Source: an optimization exercise on an open RTL-to-GDS flow (aim: small area, a short achievable clock period and few clock cycles per item). Production flows keep margins and buffers that such runs may drop. Only simulation tests tie the RTL to the original design; equivalence was not proved. The flow treats the clock pin as an ideal source, which a real chip does not have. No activity file was given, so power comes from the tool's default toggle rates.

## flow/design.v

```verilog
module ring_monitor #(
    parameter integer N    = 64,
    parameter integer IDXW = 6       
) (
    input  wire            clk,
    input  wire            rst,            
    input  wire            ev_valid,
    output wire            ev_ready,
    input  wire [3:0]      ev_code,
    input  wire            ev_party,       
    input  wire            ev_ring,        
    input  wire [7:0]      ev_index,       
    output reg             done,
    output wire            done_ok,        
    output reg  [IDXW:0]   done_count,     
    output reg             sig_rx,         
    output reg             rx_int_enable,  
    output reg             tx_kick,        
    output reg             reclaim_valid,  
    output wire [IDXW-1:0] reclaim_idx,
    output reg  [6:0]      viol,
    output reg  [15:0]     err_cnt
);
    localparam [3:0] EV_RING_ALLOC     = 4'h0;
    localparam [3:0] EV_RING_FREE      = 4'h1;
    localparam [3:0] EV_RX_HW_COMPLETE = 4'h2;
    localparam [3:0] EV_RX_ADVANCE     = 4'h3;
    localparam [3:0] EV_TX_SUBMIT      = 4'h4;
    localparam [3:0] EV_TX_HW_COMPLETE = 4'h5;
    localparam [3:0] EV_TX_DRAIN       = 4'h6;
    localparam [3:0] EV_RX_OVERRUN     = 4'h7;
    localparam [3:0] EV_TX_UNDERRUN    = 4'h8;
    localparam [3:0] EV_ACCESS         = 4'h9;
    localparam integer V_OWNERSHIP      = 0;
    localparam integer V_HW_NOT_OWNER   = 1;
    localparam integer V_SW_NOT_OWNER   = 2;
    localparam integer V_TX_UNRECLAIMED = 3;
    localparam integer V_NOT_ALLOCATED  = 4;
    localparam integer V_DOUBLE_ALLOC   = 5;
    localparam integer V_BAD_EVENT      = 6;
    localparam [IDXW-1:0] CUR0 = {IDXW{1'b1}};
    reg             v1;
    reg  [3:0]      code1;
    reg             party1;
    reg             ring1;
    reg  [IDXW-1:0] idx1;       
    reg             bad1;       
    reg             alloc;
    reg             rx_int_en;
    reg  [IDXW-1:0] rx_cur;     
    reg  [IDXW-1:0] hw_rx;
    reg             rx_wrap;    
    reg  [IDXW-1:0] tx_comp;
    reg  [IDXW-1:0] hw_tx;
    reg  [IDXW-1:0] tx_prod;
    reg             c_wrap;     
    reg             d_wrap;     
    reg             idle;       
    reg             umode;      
    reg             ufin;       
    reg             rst_q;
    assign ev_ready    = idle;
    assign done_ok     = tx_kick;
    assign reclaim_idx = tx_comp;
    wire go = v1 && idle;
    wire rx_eq   = (rx_cur == hw_rx);
    wire rx_none = rx_eq && !rx_wrap;         
    wire rx_all  = rx_eq &&  rx_wrap;         
    wire c_eq    = (tx_comp == hw_tx);
    wire d_eq    = (hw_tx == tx_prod);
    wire o_eq    = (tx_comp == tx_prod);
    wire c_none  = c_eq && !c_wrap;
    wire d_none  = d_eq && !d_wrap;
    wire d_all   = d_eq &&  d_wrap;
    wire o_full  = o_eq && !(c_none && d_none);    
    wire [IDXW-1:0] rx_cur_inc  = rx_cur + 1'b1;
    wire [IDXW-1:0] tx_comp_inc = tx_comp + 1'b1;
    wire [IDXW-1:0] ia   = ring1 ? hw_tx   : rx_cur;
    wire [IDXW-1:0] ib   = ring1 ? tx_prod : hw_rx;
    wire            iw   = ring1 ? d_wrap  : rx_wrap;
    wire            in_iv = (idx1 > ia) ^ (idx1 > ib) ^ iw;
    wire            owner = ring1 ? in_iv : !in_iv;
    wire            under1  = (code1 == EV_TX_UNDERRUN);
    wire [IDXW-1:0] s_end   = (!idle ? umode : under1) ? tx_prod : hw_tx;
    wire            s_last  = (tx_comp_inc == s_end);
    always @(posedge clk) begin
        rst_q <= rst;
        begin
            if (ev_ready) begin
                v1     <= ev_valid;
                code1  <= ev_code;
                party1 <= ev_party;
                ring1  <= ev_ring;
                idx1   <= ev_index[IDXW-1:0];
                bad1   <= (ev_index[7:IDXW] != 0);
            end
            done          <= 1'b0;
            sig_rx        <= 1'b0;
            rx_int_enable <= 1'b0;
            tx_kick       <= 1'b0;
            reclaim_valid <= 1'b0;
            if (!idle) begin
                if (ufin) begin
                    tx_comp <= CUR0;
                    hw_tx   <= CUR0;
                    tx_prod <= CUR0;
                    c_wrap  <= 1'b0;
                    d_wrap  <= 1'b0;
                    done    <= 1'b1;
                    idle    <= 1'b1;
                end else begin
                    reclaim_valid <= 1'b1;
                    tx_comp       <= tx_comp_inc;
                    done_count    <= done_count + 1'b1;
                    if (s_last) begin
                        if (umode) begin
                            ufin <= 1'b1;
                        end else begin
                            done <= 1'b1;
                            idle <= 1'b1;
                        end
                    end
                end
            end else if (go) begin
                if (code1 > EV_ACCESS) begin
                    viol[V_BAD_EVENT] <= 1'b1;
                    done <= 1'b1;
                end else if (!alloc && code1 != EV_RING_ALLOC) begin
                    viol[V_NOT_ALLOCATED] <= 1'b1;
                    done_count <= {(IDXW+1){1'b0}};
                    done <= 1'b1;
                end else begin
                    case (code1)
                    EV_RING_ALLOC: begin
                        if (alloc) begin
                            viol[V_DOUBLE_ALLOC] <= 1'b1;
                        end else begin
                            rx_cur    <= CUR0;
                            hw_rx     <= CUR0;
                            rx_wrap   <= 1'b0;
                            tx_comp   <= CUR0;
                            hw_tx     <= CUR0;
                            tx_prod   <= CUR0;
                            c_wrap    <= 1'b0;
                            d_wrap    <= 1'b0;
                            rx_int_en <= 1'b1;
                            alloc     <= 1'b1;
                        end
                        done <= 1'b1;
                    end
                    EV_RING_FREE: begin
                        alloc     <= 1'b0;
                        rx_int_en <= 1'b0;
                        done      <= 1'b1;
                    end
                    EV_RX_HW_COMPLETE: begin
                        if (!rx_all) begin
                            hw_rx   <= hw_rx + 1'b1;
                            if (&hw_rx) rx_wrap <= 1'b1;
                            if (rx_int_en) begin
                                rx_int_en <= 1'b0;
                                sig_rx    <= 1'b1;
                            end
                        end else begin
                            viol[V_HW_NOT_OWNER] <= 1'b1;
                        end
                        done <= 1'b1;
                    end
                    EV_RX_ADVANCE: begin
                        if (rx_none) begin
                            viol[V_SW_NOT_OWNER] <= 1'b1;
                        end else begin
                            rx_cur  <= rx_cur_inc;
                            if (&rx_cur) rx_wrap <= 1'b0;
                            if (rx_cur_inc == hw_rx) begin
                                rx_int_en     <= 1'b1;
                                rx_int_enable <= 1'b1;
                            end else begin
                                sig_rx <= 1'b1;
                            end
                        end
                        done <= 1'b1;
                    end
                    EV_TX_SUBMIT: begin
                        if (d_all) begin
                        end else if (o_full) begin
                            viol[V_TX_UNRECLAIMED] <= 1'b1;
                        end else begin
                            tx_prod <= tx_prod + 1'b1;
                            if (&tx_prod) d_wrap <= 1'b1;
                            tx_kick <= 1'b1;
                        end
                        done <= 1'b1;
                    end
                    EV_TX_HW_COMPLETE: begin
                        if (!d_none) begin
                            hw_tx  <= hw_tx + 1'b1;
                            if (&hw_tx) begin
                                d_wrap <= 1'b0;
                                c_wrap <= 1'b1;
                            end
                        end else begin
                            viol[V_HW_NOT_OWNER] <= 1'b1;
                        end
                        done <= 1'b1;
                    end
                    EV_TX_DRAIN: begin
                        done_count <= {{IDXW{1'b0}}, !c_none};
                        c_wrap     <= 1'b0;
                        if (c_none) begin
                            done <= 1'b1;
                        end else begin
                            reclaim_valid <= 1'b1;
                            tx_comp       <= tx_comp_inc;
                            umode         <= 1'b0;
                            ufin          <= 1'b0;
                            if (s_last) done <= 1'b1;
                            else        idle <= 1'b0;
                        end
                    end
                    EV_RX_OVERRUN: begin
                        rx_cur    <= CUR0;
                        hw_rx     <= CUR0;
                        rx_wrap   <= 1'b0;
                        rx_int_en <= 1'b1;
                        err_cnt   <= err_cnt + 16'd1;
                        done      <= 1'b1;
                    end
                    EV_TX_UNDERRUN: begin
                        err_cnt <= err_cnt + 16'd1;
                        if (o_eq && !o_full) begin
                            tx_comp <= CUR0;
                            hw_tx   <= CUR0;
                            tx_prod <= CUR0;
                            c_wrap  <= 1'b0;
                            d_wrap  <= 1'b0;
                            done    <= 1'b1;
                        end else begin
                            reclaim_valid <= 1'b1;
                            tx_comp       <= tx_comp_inc;
                            umode         <= 1'b1;
                            ufin          <= s_last;
                            idle          <= 1'b0;
                        end
                    end
                    default: begin  
                        if (bad1)
                            viol[V_BAD_EVENT] <= 1'b1;
                        else if (party1 != owner)
                            viol[V_OWNERSHIP] <= 1'b1;
                        done <= 1'b1;
                    end
                    endcase
                end
            end
        end
        if (rst_q) begin
            alloc     <= 1'b0;
            rx_int_en <= 1'b0;
            viol      <= 7'd0;
            err_cnt   <= 16'd0;
        end
        if (rst) begin
            v1            <= 1'b0;
            idle          <= 1'b1;
            done          <= 1'b0;
            sig_rx        <= 1'b0;
            rx_int_enable <= 1'b0;
            tx_kick       <= 1'b0;
            reclaim_valid <= 1'b0;
        end
    end
endmodule
```

## flow/run.sh

```bash
#!/bin/bash
# synth_recipe.tcl (not shown) runs the flow's synth.tcl, then flattens the netlist and writes it again
# the make line also repeats each setting of config.mk as NAME=value (left out here)
make -C /OpenROAD-flow-scripts/flow DESIGN_CONFIG=/design/flow/config.mk WORK_HOME=/design/flow/orfs CLKGATE_MAP_FILE= SYNTH_SCRIPT=/design/flow/synth_recipe.tcl finish
```

## flow/config.mk

```make
export PLATFORM = sky130hd
export DESIGN_NAME = ring_monitor
export DESIGN_NICKNAME = ring_monitor
export VERILOG_FILES = /design/flow/design.v
export SDC_FILE = /design/flow/constraint.sdc
export NUM_CORES = 4
export LEC_CHECK = 0
export CAP_MARGIN = 20
export CORE_MARGIN = 2
export CORE_UTILIZATION = 40
export CTS_BUF_LIST = sky130_fd_sc_hd__clkbuf_8
export PLACE_DENSITY = 0.6
export SETUP_SLACK_MARGIN = 5
export SLEW_MARGIN = 20
```

## flow/constraint.sdc

```tcl
create_clock -name core_clock -period 8.0 [get_ports {clk}]
set_input_delay 1.6000 -clock core_clock [delete_from_list [all_inputs] [get_ports {clk}]]
set_output_delay 1.6000 -clock core_clock [all_outputs]
set_load 0.01 [all_outputs]
```

==> impl_metrics.prom, run 1 <==
# TYPE chip_impl_metric gauge
chip_impl_info{name="run_status",value="complete, no violations"} 1
chip_impl_metric{name="drt_first_pass_iters",unit=""} 5
chip_impl_metric{name="fin_skew",unit="ns"} 0.0152
chip_impl_metric{name="gpl.final_weighted_congestion",unit=""} 0.893
chip_impl_metric{name="logic_depth_of_the_worst_register_to_register_path",unit=""} 6
chip_impl_metric{name="layout.nets",unit=""} 614
chip_impl_metric{name="cap_violations",unit=""} 0
chip_impl_metric{name="final.period_utilization",unit="%"} 37.0
chip_impl_metric{name="critical_path_depth",unit=""} 1
chip_impl_metric{name="fp.dieArea",unit="um2"} 14100
chip_impl_metric{name="route.detailed.wl_per_inst",unit="um"} 17.0
chip_impl_metric{name="gr-usage-all-layers",unit="%"} 18.3
chip_impl_metric{name="crit_required",unit="ns"} 6.40
chip_impl_metric{name="critical-path-max-stage-delay",unit="ns"} 0.56
chip_impl_info{name="grt_setup_unrepaired",value="no"} 1
chip_impl_info{name="setup.worst_path.end_class",value="output pin"} 1
chip_impl_metric{name="ys_types",unit=""} 63
chip_impl_metric{name="io_buffers",unit=""} 59
chip_impl_metric{name="clkSlewWorstSetupHoldPaths",unit="ns"} 0.08
chip_impl_metric{name="synth_cells",unit=""} 528
chip_impl_metric{name="cts_num_sinks",unit=""} 88
chip_impl_metric{name="cell_area_synth",unit="um2"} 5260
chip_impl_metric{name="clock_tree.buffer_depth",unit=""} 2
chip_impl_info{name="layout_common_cells",value="sky130_fd_sc_hd__clkdlybuf4s50_1 (58), sky130_fd_sc_hd__edfxtp_1 (55), sky130_fd_sc_hd__nand2_1 (53)"} 1
chip_impl_metric{name="syn_nets",unit=""} 566
chip_impl_info{name="synth_flop_cell",value="sky130_fd_sc_hd__edfxtp_1"} 1
chip_impl_metric{name="number_of_flops_mapped_to_enable_cells_by_yosys",unit=""} 55
chip_impl_metric{name="chipHeight",unit="um"} 119
chip_impl_metric{name="worst_hold_path.num_cells",unit=""} 2
chip_impl_metric{name="fin_tns_setup",unit="ns"} 0
chip_impl_metric{name="i_o_pins",unit=""} 60
chip_impl_metric{name="syn_to_final_growth",unit="%"} 19.0
chip_impl_info{name="critical-path-top-delay-family",value="buffers and inverters"} 1
chip_impl_metric{name="detailroute.via_count",unit=""} 4083
chip_impl_metric{name="worstSkewPairLatency",unit="ns"} 0.38
chip_impl_metric{name="maxSlewHeadroom",unit="%"} 35.5
chip_impl_info{name="clock-root-buffer",value="sky130_fd_sc_hd__clkbuf_8"} 1
chip_impl_metric{name="syn_avg_cell_area",unit="um2"} 9.96
chip_impl_metric{name="yosys_warnings",unit=""} 1
chip_impl_info{name="largest-register",value="err_cnt"} 1
chip_impl_metric{name="share_seq_of_total_power",unit="%"} 59.4
chip_impl_metric{name="setup_violations",unit=""} 0
chip_impl_info{name="min_path_type",value="flop to flop"} 1
chip_impl_metric{name="start_util",unit="%"} 41.3
chip_impl_metric{name="min_period",unit="ns"} 2.96
chip_impl_metric{name="post_route_cells_drive_above_1_share",unit="%"} 7.92
chip_impl_info{name="routed.top_layer",value="met5"} 1
chip_impl_info{name="critPathSlowestCell",value="sky130_fd_sc_hd__clkdlybuf4s50_1"} 1
chip_impl_metric{name="fin_hold_ws",unit="ns"} 0.462
chip_impl_metric{name="dr_wl_met3",unit="um"} 590
chip_impl_metric{name="layout.cells.non_filler",unit=""} 753
chip_impl_metric{name="worst-slew-pin-transition",unit="ns"} 0.961
chip_impl_metric{name="leak",unit="nW"} 2.27
chip_impl_metric{name="number_of_core_rows",unit=""} 41
chip_impl_metric{name="grt_max_degree",unit=""} 27
chip_impl_metric{name="initial_antenna_violation_count",unit=""} 1
chip_impl_metric{name="die_x",unit="um"} 119
chip_impl_metric{name="postSynthRegisterBits",unit=""} 88
chip_impl_metric{name="met1_length",unit="um"} 6110
chip_impl_info{name="layout.cells.most_common",value="sky130_fd_sc_hd__clkdlybuf4s50_1"} 1
chip_impl_metric{name="worst_setup_slack_before_clock_tree_synthesis",unit="ns"} 4.67
chip_impl_metric{name="largest_register_ffs",unit=""} 16
chip_impl_info{name="clock_tree_from_tritoncts",value="yes"} 1
chip_impl_metric{name="global_route_wire_length_before_repair",unit="um"} 20500
chip_impl_metric{name="power.switching_fraction",unit="%"} 23.3
chip_impl_metric{name="synthArstFlopShare",unit="%"} 0
chip_impl_metric{name="gr-total-overflow",unit=""} 0
chip_impl_metric{name="iteration_0_drc_markers",unit=""} 326
chip_impl_metric{name="path_max_fanout",unit=""} 4
chip_impl_metric{name="fmaxAchievable",unit="MHz"} 338
chip_impl_metric{name="wirelength",unit="um"} 12800
chip_impl_metric{name="logic_pwr_share",unit="%"} 6.6
chip_impl_metric{name="vdd.ir_drop.worst",unit="mV"} 0.0889
chip_impl_metric{name="clock_tree.htree_level_count",unit=""} 3
chip_impl_metric{name="synth-seq-area-share",unit="%"} 44.0
chip_impl_metric{name="drv_slew",unit=""} 0
chip_impl_metric{name="met2WireLength",unit="um"} 5780
chip_impl_metric{name="p_int",unit="W"} 0.000640
chip_impl_metric{name="dpl.cell_count",unit=""} 726
chip_impl_metric{name="pwr_density_cell",unit="nW/um2"} 133
chip_impl_metric{name="drc",unit=""} 0
chip_impl_metric{name="detail_route.vias_per_cell",unit=""} 5.42
chip_impl_info{name="startpoint_class",value="flop"} 1
chip_impl_metric{name="place.detailed.hpwl",unit="um"} 9070
chip_impl_metric{name="first_global_vias",unit=""} 4027
chip_impl_metric{name="total_power",unit="W"} 0.000835
chip_impl_metric{name="arrival",unit="ns"} 1.36
chip_impl_info{name="timing.critical_path.cells",value="clkdlybuf4s50_1"} 1
chip_impl_metric{name="worst_setup_margin",unit="ns"} 5.04
chip_impl_metric{name="final_hold_viol_count",unit=""} 0
chip_impl_metric{name="crit_buf_inv",unit=""} 1
chip_impl_metric{name="insertedDiodeCount",unit=""} 0
chip_impl_metric{name="power_switching",unit="W"} 0.000195
chip_impl_metric{name="antenna_left",unit=""} 0
chip_impl_info{name="worstSetupPathType",value="flop to output pin"} 1
chip_impl_metric{name="clockPowerShare",unit="%"} 34.0
chip_impl_info{name="biggestRegsByFlops",value="err_cnt: 16 flops, done_count: 7 flops, viol: 7 flops"} 1
chip_impl_metric{name="numCtsBuffers",unit=""} 9
chip_impl_metric{name="core-area",unit="um2"} 12700
-- synthesized netlist by cell type, drive strengths merged (2+ instances only) --
master / count / area, um2
edfxtp: 55 / 1650
a311oi: 2 / 17.5
nand4: 7 / 50.1
or3: 5 / 31.3
mux2: 2 / 22.5
a21o: 2 / 15.0
o21ba: 2 / 20.0
nand3: 27 / 135
inv: 16 / 60.1
xnor2: 22 / 193
nor3b: 2 / 20.0
o211ai: 2 / 15.0
o2bb2ai: 3 / 26.3
a31o: 2 / 17.5
a32oi: 3 / 26.3
and4: 6 / 52.6
nor2: 40 / 150
xor2: 50 / 438
and2: 6 / 37.5
nand2b: 4 / 25.0
o22ai: 3 / 18.8
a31oi: 6 / 37.5
xnor3: 3 / 67.6
a21boi: 4 / 30.0
a21oi: 13 / 65.1
nand3b: 4 / 30.0
nor3: 8 / 40.0
o21ai: 17 / 85.1
nand2: 53 / 199
or4b: 2 / 23.8
buf: 8 / 46.3
ha: 21 / 263
mux2i: 14 / 140
o21a: 2 / 15.0
a211oi: 4 / 30.0
nor2b: 8 / 50.1
nor4b: 4 / 50.1
or2: 3 / 18.8
a41oi: 4 / 35.0
and3: 12 / 75.1
or4: 2 / 15.0
dfxtp: 33 / 661
clkbuf: 26 / 97.6
nor4: 4 / 25.0
-- metrics by stage --
stage	utilization, %	instance area [um2]
2_1_floorplan	-	5260
3_3_place_gp	46.7	5940
3_5_place_dp	46.7	5940
4_1_cts	48.8	6210
5_1_grt	49.2	6260
6_report	49.2	6260
-- path summary, 6_finish.rpt --
kind | from | end | slack (ns)
max | done_count[3]$_SDFFCE_PP0P_ | done_count[3] | 5.04
min | viol[3]$_SDFFE_PP0P_ | viol[3]$_SDFFE_PP0P_ | 0.46
max reg2reg | tx_prod[3]$_SDFFCE_PN1P_ | c_wrap$_SDFFCE_PN0P_ | 5.13
min reg2reg | viol[3]$_SDFFE_PP0P_ | viol[3]$_SDFFE_PP0P_ | 0.46
-- metal layers --
layer	up-vias	track usage [%]
met4	2	6.70
met1	1967	25.2
met5	-	0
li1	1979	-
met3	25	4.34
met2	110	28.1
-- cell type report --
type	count	area (um2)
Tap cell	172	215
Sequential cell	88	2320
Clock buffer	11	151
Timing Repair Buffer	71	721
Clock inverter	5	23.8
Multi-Input combinational cell	389	2760
Inverter	17	63.8
Fill cell	1241	6460
-- power by group through the flow --
stage | logic [W] | registers, W | clock network [W]
6_report | 0.0000551 | 0.000496 | 0.000284
2_1_floorplan | 0.0000377 | 0.000499 | 0
3_3_place_gp | 0.0000513 | 0.000507 | 0
5_1_grt | 0.0000607 | 0.000497 | 0.000311
3_5_place_dp | 0.0000526 | 0.000507 | 0
4_1_cts | 0.0000532 | 0.000497 | 0.000294
-- repair_timing --
action	4_1_cts	5_1_grt
buffers inserted	6	4
gates cloned	1	0
endpoints found under the setup margin	14	26
hold buffers	0	0
gates resized for setup	6	6
pin swaps	0	1
hold endpoints to repair	0	0
-- cells by family (layout without fill, tap and decap cells) --
logic type	after synthesis	in the layout	share of synthesized area, %
AO/OA/AOI/OAI	75	75	9.99
XOR/XNOR	76	76	13.7
adder cells (fa/ha/maj)	21	21	5.00
buffers and inverters	51	104	3.95
flip-flops	88	88	44.0
multiplexers	16	16	3.09
AND/OR/NAND/NOR	201	201	20.3
Testbench counts, summed over its fixed seeds: cycles 35,524, events 32,000.
==> run 2: changes to the inputs <==
==> flow/flow/run.sh (new file) <==
#!/bin/bash
# Own layout flow: the standard layout (standard.sh), with settings added to config.mk:
#  - port buffers of a plain buffer cell (sky130_fd_sc_hd__buf_1) instead of the delay buffer
#    the resizer picks by default; every input and output port still gets its own buffer;
#  - a larger setup slack margin for repair_timing, so that it aims at a shorter period;
#  - clock tree buffers of sky130_fd_sc_hd__clkbuf_8 and no dummy loads (ORFS's default
#    clock_tree_synthesis arguments otherwise).
# The clock period, constraints, synthesis, floorplan, power grid and tap cells are unchanged.
# Tool output: standard.log here, and each ORFS step's log under orfs/logs/.
set -euo pipefail
cat >> config.mk <<'EOC'
export BUFFER_PORTS_ARGS = -buffer_cell sky130_fd_sc_hd__buf_1
export SETUP_SLACK_MARGIN = 5.5
export CTS_ARGS = -sink_clustering_enable -repair_clock_nets -dont_use_dummy_load -buf_list sky130_fd_sc_hd__clkbuf_8
EOC
bash standard.sh > standard.log 2>&1
==> flow/standard.sh (new file) <==
#!/bin/bash
# synth_recipe.tcl (not shown) runs the flow's synth.tcl, then flattens the netlist and writes it again
# the make line also repeats each setting of config.mk as NAME=value (left out here)
make -C /OpenROAD-flow-scripts/flow DESIGN_CONFIG=/design/flow/config.mk WORK_HOME=/design/flow/orfs CLKGATE_MAP_FILE= SYNTH_SCRIPT=/design/flow/synth_recipe.tcl "${@:-finish}"
--- a/flow/config.mk
+++ b/flow/config.mk
@@ -8,7 +8,9 @@
 export CAP_MARGIN = 20
 export CORE_MARGIN = 2
 export CORE_UTILIZATION = 40
-export CTS_BUF_LIST = sky130_fd_sc_hd__clkbuf_8
 export PLACE_DENSITY = 0.6
-export SETUP_SLACK_MARGIN = 5
 export SLEW_MARGIN = 20
+export TNS_END_PERCENT = 5
+export BUFFER_PORTS_ARGS = -buffer_cell sky130_fd_sc_hd__buf_1
+export SETUP_SLACK_MARGIN = 5.5
+export CTS_ARGS = -sink_clustering_enable -repair_clock_nets -dont_use_dummy_load -buf_list sky130_fd_sc_hd__clkbuf_8
removed: flow/run.sh
==> run 2 against run 1 <==
Against the previous run:
- setup slack improved by 0.37 ns
- via count increased by 4.5%
- total power decreased by 4.4%
- synthesized cell count unchanged
==> impl_metrics.prom, run 2 <==
# TYPE chip_impl_metric gauge
chip_impl_info{name="timing.rr.start",value="tx_comp[0]$_DFFE_PP_"} 1
chip_impl_metric{name="layout.nets",unit=""} 662
chip_impl_info{name="largest-register",value="err_cnt"} 1
chip_impl_metric{name="io_buffers",unit=""} 59
chip_impl_metric{name="worstSkewPairLatency",unit="ns"} 0.37
chip_impl_metric{name="number_of_flops_mapped_to_enable_cells_by_yosys",unit=""} 55
chip_impl_info{name="grt_setup_unrepaired",value="yes"} 1
chip_impl_info{name="startpoint_class",value="flop"} 1
chip_impl_metric{name="i_o_pins",unit=""} 60
chip_impl_metric{name="global_route_wire_length_before_repair",unit="um"} 21100
chip_impl_info{name="min_path_type",value="flop to flop"} 1
chip_impl_info{name="yosys.cell_count.top_type",value="sky130_fd_sc_hd__edfxtp_1"} 1
chip_impl_info{name="synthDominantAreaCellType",value="sky130_fd_sc_hd__edfxtp_1"} 1
chip_impl_info{name="setup.worst_path.end_class",value="output pin"} 1
chip_impl_metric{name="syn_avg_cell_area",unit="um2"} 9.96
chip_impl_metric{name="syn_to_final_growth",unit="%"} 20.0
chip_impl_info{name="grt_most_used_layer",value="met2"} 1
chip_impl_metric{name="min_period",unit="ns"} 2.59
chip_impl_metric{name="synth_xor_area_share",unit="%"} 13.7
chip_impl_metric{name="post_route_cells_drive_above_1_share",unit="%"} 16.9
chip_impl_metric{name="synth_area_in_compound_gates",unit="%"} 9.99
chip_impl_info{name="synth_top_family_by_area",value="simple AND/OR/NAND/NOR gates"} 1
chip_impl_metric{name="critical_path_depth",unit=""} 1
chip_impl_metric{name="insertedDiodeCount",unit=""} 0
chip_impl_metric{name="place.detailed.hpwl",unit="um"} 8950
chip_impl_metric{name="iteration_0_drc_markers",unit=""} 270
chip_impl_metric{name="synth_simple_gate_area_share",unit="%"} 20.3
chip_impl_metric{name="antenna_left",unit=""} 0
chip_impl_metric{name="reg2reg_slack",unit="ns"} 5.49
chip_impl_metric{name="route.detailed.wl_per_inst",unit="um"} 16.6
chip_impl_metric{name="logic_depth_of_the_worst_register_to_register_path",unit=""} 8
chip_impl_metric{name="largest_register_ffs",unit=""} 16
chip_impl_info{name="run_status",value="complete, no violations"} 1
chip_impl_metric{name="syn_nets",unit=""} 566
chip_impl_metric{name="drv_slew",unit=""} 0
chip_impl_info{name="synth_flop_cell",value="sky130_fd_sc_hd__edfxtp_1"} 1
chip_impl_metric{name="fmaxAchievable",unit="MHz"} 386
chip_impl_metric{name="cell_area_synth",unit="um2"} 5260
chip_impl_metric{name="drc",unit=""} 0
chip_impl_metric{name="fin_skew",unit="ns"} 0.0244
chip_impl_metric{name="detailroute.via_count",unit=""} 4267
chip_impl_metric{name="arrival",unit="ns"} 0.99
chip_impl_metric{name="first_global_vias",unit=""} 4156
chip_impl_metric{name="number_of_fill_cells",unit=""} 1235
chip_impl_metric{name="ys_types",unit=""} 63
chip_impl_metric{name="leak",unit="nW"} 2.37
chip_impl_metric{name="fp.dieArea",unit="um2"} 14100
chip_impl_info{name="cp-startpoint",value="tx_comp[0]$_DFFE_PP_"} 1
chip_impl_metric{name="fin_tns_setup",unit="ns"} 0
chip_impl_metric{name="yosys.area_share.adder",unit="%"} 5.00
chip_impl_metric{name="maxSlewHeadroom",unit="%"} 46.3
chip_impl_metric{name="worst-slew-pin-transition",unit="ns"} 0.804
chip_impl_metric{name="worst_setup_margin",unit="ns"} 5.41
chip_impl_metric{name="global_route_met3_utilization",unit="%"} 4.39
chip_impl_metric{name="final_hold_viol_count",unit=""} 0
chip_impl_metric{name="cts_num_sinks",unit=""} 88
chip_impl_metric{name="synthArstFlopShare",unit="%"} 0
chip_impl_metric{name="drt_first_pass_iters",unit=""} 5
chip_impl_metric{name="worst_setup_slack_before_clock_tree_synthesis",unit="ns"} 5.14
chip_impl_info{name="netlist_top_cells_area",value="sky130_fd_sc_hd__edfxtp_1 (31%), sky130_fd_sc_hd__dfxtp_1 (13%), sky130_fd_sc_hd__xor2_1 (8.3%), sky130_fd_sc_hd__ha_1 (5.0%), sky130_fd_sc_hd__nand2_1 (3.8%)"} 1
chip_impl_metric{name="number_of_core_rows",unit=""} 41
chip_impl_metric{name="gr-usage-all-layers",unit="%"} 18.9
chip_impl_info{name="worstReg2RegEnd",value="viol[3]$_SDFFE_PP0P_"} 1
chip_impl_metric{name="synth-seq-area-share",unit="%"} 44.0
chip_impl_metric{name="yosys_warnings",unit=""} 1
chip_impl_info{name="worstSetupPathType",value="flop to output pin"} 1
chip_impl_metric{name="finalCoreUtilization",unit="%"} 49.6
chip_impl_metric{name="core-area",unit="um2"} 12700
chip_impl_metric{name="grt_max_degree",unit=""} 27
chip_impl_info{name="synth.top_cells.by_count",value="sky130_fd_sc_hd__edfxtp_1 (55), sky130_fd_sc_hd__nand2_1 (53), sky130_fd_sc_hd__xor2_1 (50)"} 1
chip_impl_metric{name="path_max_fanout",unit=""} 3
chip_impl_metric{name="wirelength",unit="um"} 13200
chip_impl_metric{name="vdd.ir_drop.worst",unit="mV"} 0.0994
chip_impl_metric{name="synth_cells",unit=""} 528
chip_impl_info{name="critPathSlowestCell",value="sky130_fd_sc_hd__edfxtp_1"} 1
chip_impl_metric{name="chipHeight",unit="um"} 119
chip_impl_metric{name="groute.layer.met2.usage",unit="%"} 29.6
chip_impl_metric{name="numCtsBuffers",unit=""} 9
chip_impl_metric{name="pwr_density_cell",unit="nW/um2"} 126
chip_impl_metric{name="die_x",unit="um"} 119
chip_impl_metric{name="grtUsageMet1",unit="%"} 25.3
chip_impl_metric{name="gr-total-overflow",unit=""} 0
chip_impl_metric{name="detail_route.vias_per_cell",unit=""} 5.37
chip_impl_metric{name="start_util",unit="%"} 41.3
chip_impl_metric{name="crit_buf_inv",unit=""} 1
chip_impl_metric{name="critical-path-max-stage-delay",unit="ns"} 0.45
chip_impl_metric{name="gpl.final_weighted_congestion",unit=""} 0.933
chip_impl_metric{name="clkSlewWorstSetupHoldPaths",unit="ns"} 0.09
chip_impl_info{name="cp-endpoint",value="reclaim_idx[0]"} 1
chip_impl_metric{name="setup_violations",unit=""} 0
chip_impl_metric{name="cap_violations",unit=""} 0
chip_impl_info{name="critical-path-top-delay-family",value="flip-flops"} 1
chip_impl_metric{name="initial_antenna_violation_count",unit=""} 0
chip_impl_metric{name="post_synth_mux_area_share",unit="%"} 3.09
chip_impl_info{name="biggestRegsByFlops",value="err_cnt: 16 flops, done_count: 7 flops, viol: 7 flops"} 1
chip_impl_info{name="layout.cells.most_common",value="sky130_fd_sc_hd__buf_1"} 1
chip_impl_metric{name="final.period_utilization",unit="%"} 32.4
chip_impl_metric{name="post_synth_top_area_share",unit="%"} 31.4
chip_impl_metric{name="postSynthRegisterBits",unit=""} 88
chip_impl_info{name="layout_common_cells",value="sky130_fd_sc_hd__buf_1 (57), sky130_fd_sc_hd__edfxtp_1 (55), sky130_fd_sc_hd__buf_4 (54)"} 1
chip_impl_info{name="timing.critical_path.cells",value="buf_2"} 1
chip_impl_metric{name="cts.hold.buffers_added",unit=""} 0
chip_impl_info{name="clock_tree_from_tritoncts",value="yes"} 1
chip_impl_metric{name="crit_required",unit="ns"} 6.40
run 2: cell counts after synthesis:
No cell type changed its count.
run 2: power breakdown:
group | switching, W | internal [W]
clock | 0.000145 | 0.000101
sequential | 0.00000722 | 0.000484
combinational | 0.0000331 | 0.0000280
run 2: worst min path at each step:
| stage | startpoint | to | depth (start not counted) |
|---|---|---|---|
| 4_1_cts | viol[3]$_SDFFE_PP0P_ | viol[3]$_SDFFE_PP0P_ | 2 |
| 5_1_grt | viol[2]$_SDFFE_PP0P_ | viol[2]$_SDFFE_PP0P_ | 2 |
| 2_1_floorplan | viol[3]$_SDFFE_PP0P_ | viol[3]$_SDFFE_PP0P_ | 2 |
| 3_5_place_dp | viol[2]$_SDFFE_PP0P_ | viol[2]$_SDFFE_PP0P_ | 2 |
| 6_report | viol[3]$_SDFFE_PP0P_ | viol[3]$_SDFFE_PP0P_ | 2 |
| 3_3_place_gp | viol[3]$_SDFFE_PP0P_ | viol[3]$_SDFFE_PP0P_ | 2 |
run 2: worst register-to-register path: cells and delay by family (launching register included):
| family | cells | cell delay, ns |
|---|---|---|
| buf+inv | 2 | 0.29 |
| simple gates | 3 | 1.21 |
| xor+xnor | 1 | 0.14 |
| flops | 1 | 0.45 |
| compound gates | 2 | 0.36 |
run 2: layout make-up:
type	count	area (um2)	share of cell area, %
clock buffer	9	124	1.96
inverter	17	67.6	1.07
multi-input combinational	389	2830	44.9
sequential	88	2320	36.8
tap	172	215	3.41
timing repair buffer	119	749	11.9
run 2: through the flow:
step                      instance area (um2)  power (W)  cells  hold slack [ns]
after floorplan                          5270   0.000537    528            0.470
after global placement                   5590   0.000551    727            0.450
after detailed placement                 5590   0.000553    727            0.461
after CTS                                6000   0.000799    761            0.476
after global routing                     6310   0.000829    794            0.497
final                                    6310   0.000798    794            0.469
run 2: kinds of logic (layout without fill, tap and decap cells):
family,Yosys count,count (layout)
AOI/OAI and AO/OA,75,75
xor gates and xnor gates,76,76
adders and majority gates,21,21
buffers and inverters,51,145
DFF,88,88
muxes,16,16
and+or+nand+nor,201,201
run 2: metal layers:
| metal | vias up | share of wire (%) |
|---|---|---|
| met5 | - | 0 |
| met3 | 20 | 4.5 |
| met1 | 2062 | 47 |
| met2 | 105 | 46 |
| li1 | 2080 | - |
| met4 | 0 | 2.5 |
run 2: timing repair:
action                     CTS  global route
resized for setup           19            16
setup endpoints to repair   88            93
setup buffers               23            33
hold endpoints to repair     0             0
pin swaps                    2             8
cloned                       2             0
==> run 3: changes to the inputs <==
--- a/flow/flow/run.sh
+++ b/flow/flow/run.sh
@@ -10,7 +10,7 @@
 set -euo pipefail
 cat >> config.mk <<'EOC'
 export BUFFER_PORTS_ARGS = -buffer_cell sky130_fd_sc_hd__buf_1
-export SETUP_SLACK_MARGIN = 5.5
+export SETUP_SLACK_MARGIN = 5.4
 export CTS_ARGS = -sink_clustering_enable -repair_clock_nets -dont_use_dummy_load -buf_list sky130_fd_sc_hd__clkbuf_8
 EOC
 bash standard.sh > standard.log 2>&1
--- a/flow/config.mk
+++ b/flow/config.mk
@@ -12,5 +12,5 @@
 export SLEW_MARGIN = 20
 export TNS_END_PERCENT = 5
 export BUFFER_PORTS_ARGS = -buffer_cell sky130_fd_sc_hd__buf_1
-export SETUP_SLACK_MARGIN = 5.5
+export SETUP_SLACK_MARGIN = 5.4
 export CTS_ARGS = -sink_clustering_enable -repair_clock_nets -dont_use_dummy_load -buf_list sky130_fd_sc_hd__clkbuf_8
==> run 3 against run 2 <==
Against the previous run:
- area after synthesis stayed put
- highest routed layer unchanged
- register-to-register slack worse by 0.11 ns
- combinational power is 11% lower
- critical endpoint is now reclaim_idx[3]
- sequential share of layout area increased by 2.2 points
- still clean
- clock power is essentially flat
- wire length shrank 4.1%
==> impl_metrics.prom, run 3 <==
# TYPE chip_impl_metric gauge
chip_impl_info{name="run_status",value="complete, no violations"} 1
chip_impl_metric{name="clkSlewWorstSetupHoldPaths",unit="ns"} 0.08
chip_impl_metric{name="fin_skew",unit="ns"} 0.0195
chip_impl_metric{name="place.detailed.hpwl",unit="um"} 8900
chip_impl_metric{name="ys_types",unit=""} 63
chip_impl_metric{name="yosys_warnings",unit=""} 1
chip_impl_metric{name="leak",unit="nW"} 2.14
chip_impl_metric{name="die_x",unit="um"} 119
chip_impl_metric{name="synthArstFlopShare",unit="%"} 0
chip_impl_info{name="clock_tree_from_tritoncts",value="yes"} 1
chip_impl_metric{name="first_global_vias",unit=""} 3965
chip_impl_metric{name="core-area",unit="um2"} 12700
chip_impl_metric{name="cts_num_sinks",unit=""} 88
chip_impl_metric{name="detail_route.vias_per_cell",unit=""} 5.43
chip_impl_metric{name="i_o_pins",unit=""} 60
chip_impl_info{name="synth_flop_cell",value="sky130_fd_sc_hd__edfxtp_1"} 1
chip_impl_metric{name="io_buffers",unit=""} 59
chip_impl_info{name="critical-path-top-delay-family",value="flip-flops"} 1
chip_impl_metric{name="iteration_0_drc_markers",unit=""} 230
chip_impl_metric{name="critical_path_depth",unit=""} 1
chip_impl_info{name="grt_most_used_layer",value="met2"} 1
chip_impl_metric{name="maxSlewHeadroom",unit="%"} 29.9
chip_impl_metric{name="groute.layer.met2.usage",unit="%"} 27.6
chip_impl_metric{name="synth-seq-area-share",unit="%"} 44.0
chip_impl_metric{name="cell_area_synth",unit="um2"} 5260
chip_impl_metric{name="grtUsageMet1",unit="%"} 25.0
chip_impl_info{name="layout_common_cells",value="sky130_fd_sc_hd__buf_1 (58), sky130_fd_sc_hd__edfxtp_1 (55), sky130_fd_sc_hd__nand2_1 (53)"} 1
chip_impl_metric{name="drv_slew",unit=""} 0
chip_impl_metric{name="logic_depth_of_the_worst_register_to_register_path",unit=""} 6
chip_impl_metric{name="gr-total-overflow",unit=""} 0
chip_impl_info{name="timing.critical_path.cells",value="buf_1"} 1
chip_impl_metric{name="route.detailed.wl_per_inst",unit="um"} 16.7
chip_impl_metric{name="detailroute.via_count",unit=""} 4113
chip_impl_metric{name="path_max_fanout",unit=""} 6
chip_impl_metric{name="critical-path-max-stage-delay",unit="ns"} 0.54
chip_impl_metric{name="synth_xor_area_share",unit="%"} 13.7
chip_impl_metric{name="yosys.area_share.adder",unit="%"} 5.00
chip_impl_metric{name="syn_avg_cell_area",unit="um2"} 9.96
chip_impl_metric{name="final.period_utilization",unit="%"} 33.7
chip_impl_metric{name="worst_setup_margin",unit="ns"} 5.31
chip_impl_metric{name="fp.dieArea",unit="um2"} 14100
chip_impl_metric{name="worstSkewPairLatency",unit="ns"} 0.38
chip_impl_metric{name="number_of_core_rows",unit=""} 41
chip_impl_metric{name="syn_to_final_growth",unit="%"} 13.0
chip_impl_metric{name="insertedDiodeCount",unit=""} 0
chip_impl_metric{name="numCtsBuffers",unit=""} 9
chip_impl_metric{name="global_route_wire_length_before_repair",unit="um"} 20300
chip_impl_info{name="setup.worst_path.end_class",value="output pin"} 1
chip_impl_info{name="min_path_type",value="flop to flop"} 1
chip_impl_metric{name="fin_tns_setup",unit="ns"} 0
chip_impl_metric{name="post_dp_cell_area",unit="um2"} 5570
chip_impl_info{name="netlist_top_cells_area",value="sky130_fd_sc_hd__edfxtp_1 (31%), sky130_fd_sc_hd__dfxtp_1 (13%), sky130_fd_sc_hd__xor2_1 (8.3%), sky130_fd_sc_hd__ha_1 (5.0%), sky130_fd_sc_hd__nand2_1 (3.8%)"} 1
chip_impl_info{name="synth.top_cells.by_count",value="sky130_fd_sc_hd__edfxtp_1 (55), sky130_fd_sc_hd__nand2_1 (53), sky130_fd_sc_hd__xor2_1 (50)"} 1
chip_impl_metric{name="post_synth_mux_area_share",unit="%"} 3.09
chip_impl_metric{name="antenna_left",unit=""} 0
chip_impl_metric{name="synth_area_in_compound_gates",unit="%"} 9.99
chip_impl_metric{name="global_route_met3_utilization",unit="%"} 3.57
chip_impl_info{name="grt_setup_unrepaired",value="yes"} 1
chip_impl_metric{name="synth_cells",unit=""} 528
chip_impl_metric{name="crit_buf_inv",unit=""} 1
chip_impl_metric{name="synth_simple_gate_area_share",unit="%"} 20.3
chip_impl_metric{name="vdd.ir_drop.worst",unit="mV"} 0.107
chip_impl_metric{name="start_util",unit="%"} 41.3
chip_impl_metric{name="layout.nets",unit=""} 626
chip_impl_info{name="yosys.cell_count.top_type",value="sky130_fd_sc_hd__edfxtp_1"} 1
chip_impl_metric{name="arrival",unit="ns"} 1.09
chip_impl_metric{name="number_of_flops_mapped_to_enable_cells_by_yosys",unit=""} 55
chip_impl_metric{name="initial_antenna_violation_count",unit=""} 0
chip_impl_metric{name="fmaxAchievable",unit="MHz"} 371
chip_impl_metric{name="fin_hold_ws",unit="ns"} 0.455
chip_impl_info{name="critPathSlowestCell",value="sky130_fd_sc_hd__edfxtp_1"} 1
chip_impl_info{name="biggestRegsByFlops",value="err_cnt: 16 flops, done_count: 7 flops, viol: 7 flops"} 1
chip_impl_metric{name="worst_hold_path.num_cells",unit=""} 2
chip_impl_metric{name="pwr_density_cell",unit="nW/um2"} 133
chip_impl_metric{name="grt_max_degree",unit=""} 48
chip_impl_metric{name="layout.cell_area.non_filler",unit="um2"} 5940
chip_impl_metric{name="cap_violations",unit=""} 0
chip_impl_metric{name="post_route_cells_drive_above_1_share",unit="%"} 9.90
chip_impl_info{name="worstSetupPathType",value="flop to output pin"} 1
chip_impl_metric{name="post_synth_top_area_share",unit="%"} 31.4
chip_impl_metric{name="finalCoreUtilization",unit="%"} 46.7
chip_impl_metric{name="drc",unit=""} 0
chip_impl_metric{name="setup_violations",unit=""} 0
chip_impl_metric{name="syn_nets",unit=""} 566
chip_impl_metric{name="gr-usage-all-layers",unit="%"} 18.0
chip_impl_metric{name="wirelength",unit="um"} 12600
chip_impl_metric{name="cts.hold.buffers_added",unit=""} 0
chip_impl_metric{name="drt_first_pass_iters",unit=""} 5
chip_impl_metric{name="final_hold_viol_count",unit=""} 0
chip_impl_info{name="synthDominantAreaCellType",value="sky130_fd_sc_hd__edfxtp_1"} 1
chip_impl_metric{name="worst-slew-pin-transition",unit="ns"} 1.05
chip_impl_metric{name="postSynthRegisterBits",unit=""} 88
chip_impl_metric{name="gpl.final_weighted_congestion",unit=""} 0.962
chip_impl_info{name="layout.cells.most_common",value="sky130_fd_sc_hd__buf_1"} 1
chip_impl_metric{name="min_period",unit="ns"} 2.69
chip_impl_metric{name="crit_required",unit="ns"} 6.40
chip_impl_info{name="startpoint_class",value="flop"} 1
chip_impl_metric{name="worst_setup_slack_before_clock_tree_synthesis",unit="ns"} 5.03
chip_impl_metric{name="largest_register_ffs",unit=""} 16
chip_impl_info{name="largest-register",value="err_cnt"} 1
chip_impl_info{name="synth_top_family_by_area",value="simple AND/OR/NAND/NOR gates"} 1
chip_impl_metric{name="chipHeight",unit="um"} 119
run 3: final cells by class:
cell class	count	area, um2
inverter	17	63.8
fill	1278	6780
multi-input combinational	389	2790
timing repair buffer	83	430
tap	172	215
clock buffer	9	124
sequential	88	2320
run 3: cell families (layout without fill, tap and decap cells):
kind of cell / Yosys count / count (layout)
flip-flops: 88 / 88
multiplexers: 16 / 16
adder cells (fa/ha/maj): 21 / 21
XOR/XNOR: 76 / 76
buffers and inverters: 51 / 109
AND/OR/NAND/NOR: 201 / 201
AO/OA/AOI/OAI: 75 / 75
run 3: worst paths after layout:
kind / from / end / slack (ns)
max reg2reg: tx_prod[3]$_SDFFCE_PN1P_ / hw_tx[1]$_SDFFCE_PN1P_ / 5.38
min reg2reg: viol[3]$_SDFFE_PP0P_ / viol[3]$_SDFFE_PP0P_ / 0.45
min: viol[3]$_SDFFE_PP0P_ / viol[3]$_SDFFE_PP0P_ / 0.45
max: tx_comp[3]$_DFFE_PP_ / reclaim_idx[3] / 5.31
run 3: metrics by stage:
stage	std cells	total power (W)
2_1_floorplan	528	0.000537
3_3_place_gp	726	0.000551
3_5_place_dp	726	0.000553
4_1_cts	741	0.000796
5_1_grt	758	0.000826
6_report	758	0.000793
run 3: worst reg2reg max path, cell delays in order (launching register included):
cell and delay [ns]:
sky130_fd_sc_hd__edfxtp_1 0.54, sky130_fd_sc_hd__xor2_1 0.25, sky130_fd_sc_hd__nor4_4 0.42, sky130_fd_sc_hd__nand3_2 0.23, sky130_fd_sc_hd__o211ai_1 0.29, sky130_fd_sc_hd__nor2b_1 0.20, sky130_fd_sc_hd__and2_1 0.36
run 3: per-layer routing:
| metal | vias to the layer above | share of wire (%) | wire (um) |
|---|---|---|---|
| met2 | 111 | 46 | 5790 |
| met4 | 0 | 2.1 | 262 |
| met1 | 1981 | 48 | 6020 |
| li1 | 2000 | - | - |
| met5 | - | 0 | 0 |
| met3 | 21 | 4.5 | 567 |
run 3: report_power, final:
part,leakage [nW],switching [W],internal (W),total (W)
Combinational,1.29,0.0000295,0.0000249,0.0000544
Clock,0.0647,0.000143,0.000101,0.000244
Sequential,0.787,0.00000986,0.000485,0.000494
run 3: repair_timing:
action / in CTS / in global routing
cloned: 0 / 1
pin swaps: 2 / 1
resized for setup: 10 / 7
endpoints found under the setup margin: 53 / 58
buffers inserted: 6 / 16
==> run 4: changes to the inputs <==
--- a/flow/config.mk
+++ b/flow/config.mk
@@ -10,7 +10,6 @@
 export CORE_UTILIZATION = 40
 export PLACE_DENSITY = 0.6
 export SLEW_MARGIN = 20
-export TNS_END_PERCENT = 5
 export BUFFER_PORTS_ARGS = -buffer_cell sky130_fd_sc_hd__buf_1
 export SETUP_SLACK_MARGIN = 5.4
 export CTS_ARGS = -sink_clustering_enable -repair_clock_nets -dont_use_dummy_load -buf_list sky130_fd_sc_hd__clkbuf_8
==> run 4 against run 3 <==
Against the previous run:
- global-route usage increased by 0.52 points
- synthesized cell count unchanged
- cell count increased by 2.8%
- combinational power increased by 9.7%
- critical path depth unchanged
- via count increased by 2.0%
- area after synthesis unchanged
- wire length increased by 1.8%
==> impl_metrics.prom, run 4 <==
# TYPE chip_impl_metric gauge
chip_impl_info{name="run_status",value="complete, no violations"} 1
chip_impl_info{name="largest-register",value="err_cnt"} 1
chip_impl_metric{name="first_global_vias",unit=""} 4038
chip_impl_metric{name="iteration_0_drc_markers",unit=""} 195
chip_impl_metric{name="cell_area_synth",unit="um2"} 5260
chip_impl_metric{name="place.detailed.hpwl",unit="um"} 8900
chip_impl_info{name="synthDominantAreaCellType",value="sky130_fd_sc_hd__edfxtp_1"} 1
chip_impl_metric{name="fin_tns_setup",unit="ns"} 0
chip_impl_metric{name="drc",unit=""} 0
chip_impl_info{name="timing.critical_path.cells",value="clkbuf_2"} 1
chip_impl_metric{name="setup_violations",unit=""} 0
chip_impl_metric{name="arrival",unit="ns"} 0.98
chip_impl_metric{name="gr-usage-all-layers",unit="%"} 18.5
chip_impl_info{name="worstSetupPathType",value="flop to output pin"} 1
chip_impl_metric{name="grt_max_degree",unit=""} 27
chip_impl_info{name="cp-startpoint",value="done_count[0]$_DFFE_PP_"} 1
chip_impl_metric{name="postSynthRegisterBits",unit=""} 88
chip_impl_info{name="worst_hold_startpoint",value="viol[3]$_SDFFE_PP0P_"} 1
chip_impl_metric{name="synthArstFlopShare",unit="%"} 0
chip_impl_metric{name="cts_num_sinks",unit=""} 88
chip_impl_metric{name="route.detailed.wl_per_inst",unit="um"} 16.5
chip_impl_metric{name="detail_route.vias_per_cell",unit=""} 5.39
chip_impl_metric{name="worst_hold_path.num_cells",unit=""} 2
chip_impl_metric{name="largest_register_ffs",unit=""} 16
chip_impl_metric{name="final.period_utilization",unit="%"} 32.2
chip_impl_metric{name="syn_nets",unit=""} 566
chip_impl_metric{name="vdd.ir_drop.worst",unit="mV"} 0.108
chip_impl_info{name="clock_tree_from_tritoncts",value="yes"} 1
chip_impl_metric{name="logic_depth_of_the_worst_register_to_register_path",unit=""} 8
chip_impl_metric{name="cap_violations",unit=""} 0
chip_impl_metric{name="crit_buf_inv",unit=""} 1
chip_impl_info{name="hold_end",value="viol[3]$_SDFFE_PP0P_"} 1
chip_impl_metric{name="fin_skew",unit="ns"} 0.0206
chip_impl_metric{name="drt_first_pass_iters",unit=""} 5
chip_impl_metric{name="fp.dieArea",unit="um2"} 14100
chip_impl_info{name="critPathSlowestCell",value="sky130_fd_sc_hd__edfxtp_1"} 1
chip_impl_metric{name="detailroute.via_count",unit=""} 4196
chip_impl_metric{name="synth_cells",unit=""} 528
chip_impl_metric{name="gpl.final_weighted_congestion",unit=""} 0.962
chip_impl_metric{name="leak",unit="nW"} 2.28
chip_impl_info{name="grt_setup_unrepaired",value="yes"} 1
chip_impl_metric{name="critical-path-max-stage-delay",unit="ns"} 0.44
chip_impl_info{name="synth.top_cells.by_count",value="sky130_fd_sc_hd__edfxtp_1 (55), sky130_fd_sc_hd__nand2_1 (53), sky130_fd_sc_hd__xor2_1 (50)"} 1
chip_impl_metric{name="maxSlewHeadroom",unit="%"} 36.6
chip_impl_metric{name="fmaxAchievable",unit="MHz"} 388
chip_impl_metric{name="global_route_wire_length_before_repair",unit="um"} 20800
chip_impl_metric{name="antenna_left",unit=""} 0
chip_impl_metric{name="layout.nets",unit=""} 647
chip_impl_metric{name="number_of_flops_mapped_to_enable_cells_by_yosys",unit=""} 55
chip_impl_info{name="yosys.cell_count.top_type",value="sky130_fd_sc_hd__edfxtp_1"} 1
chip_impl_metric{name="wirelength",unit="um"} 12900
chip_impl_metric{name="drv_slew",unit=""} 0
chip_impl_info{name="biggestRegsByFlops",value="err_cnt: 16 flops, done_count: 7 flops, viol: 7 flops"} 1
chip_impl_info{name="layout.cells.most_common",value="sky130_fd_sc_hd__buf_1"} 1
chip_impl_info{name="min_path_type",value="flop to flop"} 1
chip_impl_metric{name="worst-slew-pin-transition",unit="ns"} 0.950
chip_impl_info{name="critical-path-top-delay-family",value="flip-flops"} 1
chip_impl_metric{name="worst_setup_margin",unit="ns"} 5.42
chip_impl_metric{name="yosys_warnings",unit=""} 1
chip_impl_metric{name="io_buffers",unit=""} 59
chip_impl_metric{name="syn_to_final_growth",unit="%"} 17.2
chip_impl_metric{name="pwr_density_cell",unit="nW/um2"} 129
chip_impl_metric{name="path_max_fanout",unit=""} 4
chip_impl_metric{name="final_hold_viol_count",unit=""} 0
chip_impl_metric{name="initial_antenna_violation_count",unit=""} 0
chip_impl_metric{name="chipHeight",unit="um"} 119
chip_impl_metric{name="post_route_cells_drive_above_1_share",unit="%"} 13.8
chip_impl_info{name="synth_flop_cell",value="sky130_fd_sc_hd__edfxtp_1"} 1
chip_impl_metric{name="insertedDiodeCount",unit=""} 0
chip_impl_metric{name="synth-seq-area-share",unit="%"} 44.0
chip_impl_metric{name="ys_types",unit=""} 63
chip_impl_info{name="worstReg2RegEnd",value="tx_prod[5]$_SDFFCE_PN1P_"} 1
chip_impl_metric{name="start_util",unit="%"} 41.3
chip_impl_metric{name="core-area",unit="um2"} 12700
chip_impl_info{name="startpoint_class",value="flop"} 1
chip_impl_info{name="netlist_top_cells_area",value="sky130_fd_sc_hd__edfxtp_1 (31%), sky130_fd_sc_hd__dfxtp_1 (13%), sky130_fd_sc_hd__xor2_1 (8.3%), sky130_fd_sc_hd__ha_1 (5.0%), sky130_fd_sc_hd__nand2_1 (3.8%)"} 1
chip_impl_metric{name="post_synth_top_area_share",unit="%"} 31.4
chip_impl_metric{name="min_period",unit="ns"} 2.58
chip_impl_metric{name="worst_setup_slack_before_clock_tree_synthesis",unit="ns"} 5.03
chip_impl_metric{name="gr-total-overflow",unit=""} 0
chip_impl_metric{name="numCtsBuffers",unit=""} 9
chip_impl_metric{name="clkSlewWorstSetupHoldPaths",unit="ns"} 0.08
chip_impl_metric{name="reg2reg_slack",unit="ns"} 5.52
chip_impl_metric{name="die_x",unit="um"} 119
chip_impl_metric{name="i_o_pins",unit=""} 60
chip_impl_metric{name="number_of_core_rows",unit=""} 41
chip_impl_metric{name="syn_avg_cell_area",unit="um2"} 9.96
chip_impl_info{name="setup.worst_path.end_class",value="output pin"} 1
chip_impl_info{name="timing.rr.start",value="tx_comp[3]$_DFFE_PP_"} 1
chip_impl_metric{name="fin_hold_ws",unit="ns"} 0.455
chip_impl_metric{name="number_of_fill_cells",unit=""} 1259
chip_impl_info{name="layout_common_cells",value="sky130_fd_sc_hd__buf_1 (57), sky130_fd_sc_hd__edfxtp_1 (55), sky130_fd_sc_hd__nand2_1 (53)"} 1
chip_impl_metric{name="crit_required",unit="ns"} 6.40
chip_impl_metric{name="worstSkewPairLatency",unit="ns"} 0.38
==> run 4: how the worst max path moves through the flow <==
stage | to | slack, ns | cells past startpoint
finish | done_count[0] | 5.42 | 1
global route | done_count[0] | 5.38 | 1
global placement | tx_prod[0]$_SDFFCE_PN1P_ | 5.10 | 6
floorplan | tx_prod[0]$_SDFFCE_PN1P_ | 5.48 | 7
detailed placement | tx_prod[1]$_SDFFCE_PN1P_ | 5.03 | 6
CTS | done_count[0] | 5.40 | 1
==> run 4: timing repair <==
action                     4_1_cts  5_1_grt
setup endpoints to repair       53       53
gates cloned                     2        0
resized for setup               15       10
hold buffers                     0        0
setup buffers                   14       28
pin swaps                        2        4
==> run 4: area by class of cell <==
cell class / instances / area [um2] / area share, %
multi-input combinational: 389 / 2790 / 45.3
sequential: 88 / 2320 / 37.7
timing repair buffer: 104 / 641 / 10.4
tap: 172 / 215 / 3.49
clock buffer: 9 / 124 / 2.01
inverter: 17 / 67.6 / 1.10
==> run 4: where the power goes <==
part / switching (W) / internal, W
Sequential: 0.00000818 / 0.000484
Combinational: 0.0000320 / 0.0000277
Clock: 0.000144 / 0.000101
==> run 4: cell families after synthesis <==
family | after synthesis | share of synthesized area (%)
and+or+nand+nor | 201 | 20.3
DFF | 88 | 44.0
xor gates and xnor gates | 76 | 13.7
AOI/OAI and AO/OA | 75 | 9.99
buffers and inverters | 51 | 3.95
adders and majority gates | 21 | 5.00
muxes | 16 | 3.09
==> run 4: routing by layer <==
| metal | track usage (%) | up-vias | wire length (um) |
|---|---|---|---|
| met2 | 28.6 | 107 | 5950 |
| met5 | 0 | - | 0 |
| met1 | 25.3 | 2027 | 6060 |
| met3 | 3.81 | 20 | 555 |
| met4 | 7.29 | 0 | 311 |
| li1 | - | 2042 | - |
==> run 4: through the flow <==
step	area (um2)	util, %	instances	total power (W)
3_3_place_gp	5570	43.8	726	0.000551
4_1_cts	5920	46.5	751	0.000796
3_5_place_dp	5570	43.8	726	0.000553
6_report	6160	48.4	779	0.000797
5_1_grt	6160	48.4	779	0.000829
2_1_floorplan	5260	-	528	0.000537

-- what the ideal ports hide --
No port has a modelled driver above. Below, the same layouts with a new extraction and two added sets of constraints. Step 1: set_driving_cell puts a clkbuf_16 on clk and a buf_2 on each other input, an assumption about the parent block. Step 2 adds t to the input delays and takes it off the output delays; t is the mean of the earliest and latest rising clock arrival at the registers after step 1. Input paths then give back, and output paths get back, about the clock's delay inside the block. Slacks: ideal ports / drivers / drivers and shift; pairs: ideal ports / drivers.
| run | shift t [ns] | setup slack, ns | worst register clock-pin slew, ns | cell pins on the clock port's net |
|---|---|---|---|---|
| run 1 | 0.404 | 5.043 / 5.009 / 4.997 | 0.09 / 0.09 | 1 |
| run 2 | 0.398 | 5.411 / 5.376 / 5.303 | 0.09 / 0.09 | 1 |
| run 3 | 0.402 | 5.306 / 5.270 / 5.365 | 0.08 / 0.08 | 1 |
| run 4 | 0.402 | 5.424 / 5.388 / 5.316 | 0.08 / 0.08 | 1 |
After both steps setup and hold are still met in every run listed.
